Context: an optimization exercise on an open-source flow, tuned for small area. The choices shown serve that exercise and are no tape-out recipe. RTL that was checked went through simulation tests only; none was proved equivalent to the original. The clock port is modelled as an ideal driver; clocking choices that lean on that would not hold on a real chip. No activity file was given, so power comes from the tool's default toggle rates.

## chipemu80_core
module chipemu80_core (
    input  wire        clk,
    input  wire        rst,
    output reg         mem_valid,
    output reg         mem_we,
    output reg  [15:0] mem_addr,
    output wire [7:0]  mem_wdata,
    input  wire        mem_ready,
    input  wire [7:0]  mem_rdata,
    output wire        halted,
    output wire        faulted,
    output wire [17:0] fault_addr,    
    output wire [15:0] fault_pc,
    output wire [7:0]  fault_op,
    output wire        unk_valid,
    output wire [7:0]  unk_op,
    output wire [15:0] unk_pc,
    output wire        render_yield,
    output wire [55:0] state_regs,    
    output wire [15:0] state_pc,
    output wire [15:0] state_sp,
    output wire [5:0]  state_flags    
);
    localparam [4:0]
        S_FRSP   = 5'b00001,
        S_DEC    = 5'b00010,
        S_RSP2   = 5'b00011,   
        S_DONE   = 5'b00100,
        S_HALT   = 5'b00110,
        S_FAULT  = 5'b00111,
        S_INIT   = 5'b01000,
        S_PX     = 5'b01001,   
        S_SPINC  = 5'b01010,   
        S_RING8  = 5'b01011,   
        S_CRING2 = 5'b01100,   
        S_FETCH  = 5'b10000,
        S_ORD    = 5'b10001,   
        S_HRD    = 5'b10010,   
  ...
For scale: ~640 cells after synthesis, ~200 I/O pins, about 7000 µm² of cells after synthesis.
export LEC_CHECK = 0
export CAP_MARGIN = 20
export CORE_MARGIN = 2
export CORE_UTILIZATION = 40
export PLACE_DENSITY = 0.6
export SLEW_MARGIN = 20
create_clock -name core_clock -period 8.0 [get_ports {clk}]
standard.sh (not shown) runs the stock make flow with config.mk's settings and CLKGATE_MAP_FILE= SYNTH_SCRIPT=/design/flow/synth_recipe.tcl, a recipe that flattens the netlist after the stock synthesis.
==> flow/flow/run.sh <==
#!/bin/bash
set -euo pipefail
export BUFFER_PORTS_ARGS="-buffer_cell sky130_fd_sc_hd__buf_1"
export CTS_ARGS="-sink_clustering_enable -repair_clock_nets -dont_use_dummy_load -buf_list sky130_fd_sc_hd__clkbuf_8 -sink_clustering_size 20"
bash standard.sh > flow.log 2>&1
The first run ran to the end with no violations.
Edit:
==> flow/flow/run.sh (replaced) <==
#!/bin/bash
set -euo pipefail
export BUFFER_PORTS_ARGS="-buffer_cell sky130_fd_sc_hd__buf_1"
export CTS_ARGS="-sink_clustering_enable -repair_clock_nets -dont_use_dummy_load -buf_list sky130_fd_sc_hd__clkbuf_4 -sink_clustering_size 8"
bash standard.sh > flow.log 2>&1
=>
- The changed run went through all stages and came out clean
- clock skew climbs by 19 ps
- routed wire length is lower by about 0.5%
- maximum frequency goes down by 1.6%
- core utilization went down by 0.60 points
- total power shrinks by 3.3%
- die area is unchanged
- hold slack is about the same
- cell area goes down by about 1.4%
No run of this note included a check of the RTL's function; only the layout flow was run.

---

chipemu80_core, a different RTL version from the one above (not shown whole).
Size: ~590 cells after synthesis, about 200 I/O pins, about 6600 sq um of cells after synthesis.
export LEC_CHECK = 0
export CAP_MARGIN = 20
export CORE_MARGIN = 2
export CORE_UTILIZATION = 40
export PLACE_DENSITY = 0.6
export SLEW_MARGIN = 20
create_clock -name core_clock -period 8.0 [get_ports {clk}]
==> flow/flow/run.sh <==
#!/bin/bash
# Own layout flow. It runs the standard flow with three changes:
#  1. after the standard synthesis, the combinational logic between the
#     registers is re-optimised for area by ABC (the register cells and
#     their names are kept exactly as the standard synthesis made them);
#  2. the port buffers that global placement inserts use buf_1;
#  3. clock tree synthesis uses clkbuf_8 buffers and no dummy loads; leaf
#     clock buffers with at most 9 sinks are then resized to clkbuf_4.
# Each tool writes its full output to a log file in this folder.
set -euo pipefail
export BUFFER_PORTS_ARGS="-buffer_cell sky130_fd_sc_hd__buf_1"
export CTS_ARGS="-sink_clustering_enable -repair_clock_nets -dont_use_dummy_load -root_buf sky130_fd_sc_hd__clkbuf_8 -buf_list sky130_fd_sc_hd__clkbuf_8"

W=$PWD
export POST_CTS_TCL=$W/flow/post_cts.tcl
export CLK_SMALL_FANOUT=9
R=$W/orfs/results/$FLOW_PLATFORM/chipemu80_core/base
LIB=$FLOW_HOME/platforms/$FLOW_PLATFORM/lib/sky130_fd_sc_hd__tt_025C_1v80.lib
YOSYS=$FLOW_HOME/../tools/install/yosys/bin/yosys
[[ -x $YOSYS ]] || YOSYS=yosys

bash standard.sh synth > synth.log 2>&1
cp $R/1_2_yosys.v $W/std_netlist.v

DU=$(sed -n '/DONT_USE_CELLS/,/^$/p' $FLOW_HOME/platforms/$FLOW_PLATFORM/config.mk | tr -d '\\' | tr ' ' '\n' | grep '^sky130' | sed 's/^/-dont_use /' | tr '\n' ' ')
printf 'strash\n&get -n\n&deepsyn -T 60\n&nf -a\n&put\ndnsize\n' > $W/reopt.abc
cat > $W/reopt.ys <<EOT
read_liberty -ignore_miss_func $LIB
read_verilog $W/std_netlist.v
hierarchy -top $FLOW_TOP
setattr -mod -set keep_hierarchy 1 sky130_fd_sc_hd__*df* sky130_fd_sc_hd__conb_1
flatten
opt_clean -purge
abc -liberty $LIB $DU -script $W/reopt.abc
opt_clean -purge
splitnets
opt_clean -purge
hilomap -singleton -hicell sky130_fd_sc_hd__conb_1 HI -locell sky130_fd_sc_hd__conb_1 LO
insbuf -buf sky130_fd_sc_hd__buf_4 A X
opt_clean -purge
select -module $FLOW_TOP
select -clear
blackbox sky130_fd_sc_hd__*
tee -o $W/reopt_stat.txt stat -liberty $LIB
write_verilog -noattr -nohex -nodec $W/reopt_netlist.v
EOT
$YOSYS -s $W/reopt.ys > $W/reopt.log 2>&1
cp $W/reopt_netlist.v $R/1_2_yosys.v
rm -f $R/1_synth.odb $R/1_synth.sdc
bash standard.sh > flow.log 2>&1
==> flow/flow/post_cts.tcl <==
# After clock tree synthesis: clock buffers that drive few sinks are
# resized from clkbuf_8 to clkbuf_4, then the placement is legalised again.
set small [get_lib_cells sky130_fd_sc_hd__clkbuf_4]
set n 0
foreach inst [get_cells clkbuf_*] {
  if {[get_property $inst ref_name] ne "sky130_fd_sc_hd__clkbuf_8"} { continue }
  set out [get_pins -of_objects $inst -filter "direction==output"]
  set net [get_nets -of_objects $out]
  set sinks [expr {[llength [get_pins -of_objects $net]] - 1}]
  if {$sinks <= $::env(CLK_SMALL_FANOUT)} {
    replace_cell $inst $small
    incr n
  }
}
puts "post_cts: resized $n clock buffers to clkbuf_4"
detailed_placement
check_placement -verbose
Change:
--- a/flow/flow/run.sh
+++ b/flow/flow/run.sh
@@ -6,4 +6,3 @@
 #  2. the port buffers that global placement inserts use buf_1;
-#  3. clock tree synthesis uses clkbuf_8 buffers and no dummy loads; leaf
-#     clock buffers with at most 9 sinks are then resized to clkbuf_4.
+#  3. clock tree synthesis uses clkbuf_8 buffers and no dummy loads.
 # Each tool writes its full output to a log file in this folder.
@@ -14,4 +13,2 @@
 W=$PWD
-export POST_CTS_TCL=$W/flow/post_cts.tcl
-export CLK_SMALL_FANOUT=9
 R=$W/orfs/results/$FLOW_PLATFORM/chipemu80_core/base
removed: flow/flow/post_cts.tcl
After rerunning:
- total power rises by about 3%
- register-to-register slack hardly moves
- non-clock buffer count stays the same
- cell count stays the same
- utilization rises by 0.53 points
- global-route usage hardly moves
Change:
==> flow/flow/run.sh (replaced) <==
#!/bin/bash
set -euo pipefail
export BUFFER_PORTS_ARGS="-buffer_cell sky130_fd_sc_hd__buf_1"
export CTS_ARGS="-sink_clustering_enable -repair_clock_nets -dont_use_dummy_load -root_buf sky130_fd_sc_hd__clkbuf_8 -buf_list sky130_fd_sc_hd__clkbuf_4"
bash standard.sh > flow.log 2>&1
Count of clock-buffer cells in the layout is unchanged.
Global-route usage came out higher by 0.79 points.
Non-clock buffer count rose by 2.
Power climbs by about 4.3%.
Area after synthesis went up by 1.7%.
Sequential share of layout area drops by 2.8 points.
Setup slack improves by 310 ps.
Change:
==> flow/flow/run.sh (replaced) <==
#!/bin/bash
set -euo pipefail
export BUFFER_PORTS_ARGS="-buffer_cell sky130_fd_sc_hd__buf_1"
export CTS_ARGS="-sink_clustering_enable -repair_clock_nets -dont_use_dummy_load -root_buf sky130_fd_sc_hd__clkbuf_16 -buf_list sky130_fd_sc_hd__clkbuf_4"
bash standard.sh > flow.log 2>&1
Final cell count is unchanged.
Clock power rose by about 4%.
Global-route usage stays the same.
Sequential cell count does not change.
Area after synthesis does not change.
Design area hardly moves.
Total power is higher by 0.31%.
Die area is unchanged.
Sequential power barely changes.
Wire length barely changes.
Hold slack hardly moves.
Change:
==> flow/flow/run.sh (replaced) <==
#!/bin/bash
set -euo pipefail
export BUFFER_PORTS_ARGS="-buffer_cell sky130_fd_sc_hd__buf_1"
export CTS_ARGS="-sink_clustering_enable -repair_clock_nets -dont_use_dummy_load -root_buf sky130_fd_sc_hd__clkbuf_8 -buf_list sky130_fd_sc_hd__clkbuf_8"
bash standard.sh > flow.log 2>&1
The changed run ran to the end with no violations.
Via count increases by 0.41%.
First-iteration DRC count is lower by 7.9%.
Power rises by 2.8%.
Worst setup slack degrades by 83 ps.
Change:
==> flow/flow/run.sh (replaced) <==
#!/bin/bash
set -euo pipefail
export BUFFER_PORTS_ARGS="-buffer_cell sky130_fd_sc_hd__buf_1"
export CTS_ARGS="-sink_clustering_enable -repair_clock_nets -dont_use_dummy_load -root_buf sky130_fd_sc_hd__clkbuf_8 -buf_list sky130_fd_sc_hd__clkbuf_4 -sink_buffer_max_cap_derate 0.5"
bash standard.sh > flow.log 2>&1
Outcome: Critical path depth does not change. Total power is lower by about 3%. Routed wire length barely changes. Design area decreases by about 1.3%. Setup slack improved by 26 ps. Core utilization fell by 0.61 points. Via count came out lower by about 0.5%.

-- afterwards: timing with drivers on the ports --
Ports are ideal in the flow. The routed layouts listed here were re-timed in OpenROAD.
Step 1: set_driving_cell puts a clkbuf_16 on clk and a buf_2 on each other input, an assumption about the parent block.
Step 2, shift: input delay + t, output delay - t, t = (earliest + latest rising clock arrival at the registers) / 2. This alone moves slack from input paths to output paths.
Three values: ideal, step 1, step 2; two values: the first two.
| run | t (ns) | slack for setup (ns) | latest minus earliest clock arrival (ns) | worst register clock-pin slew, ns |
|---|---|---|---|---|
| the first run of note 1 | 0.472 | 3.131 / 3.091 / 3.562 | 0.034 / 0.035 | 0.08 / 0.08 |
| the second run of note 1 | 0.554 | 3.051 / 3.011 / 3.565 | 0.054 / 0.054 | 0.13 / 0.13 |
| the first run of note 2 | 0.444 | 3.501 / 3.463 / 3.907 | 0.029 / 0.029 | 0.10 / 0.10 |
| the second run of note 2 | 0.468 | 3.455 / 3.417 / 3.885 | 0.023 / 0.023 | 0.08 / 0.08 |
| the third run of note 2 | 0.438 | 3.765 / 3.728 / 4.166 | 0.055 / 0.054 | 0.13 / 0.13 |
| the fourth run of note 2 | 0.392 | 3.822 / 3.780 / 4.172 | 0.052 / 0.052 | 0.13 / 0.13 |
| the fifth run of note 2 | 0.461 | 3.739 / 3.702 / 4.163 | 0.035 / 0.035 | 0.08 / 0.08 |
| the sixth run of note 2 | 0.438 | 3.765 / 3.728 / 4.166 | 0.055 / 0.054 | 0.13 / 0.13 |
After both steps setup and hold are still met in every run listed.
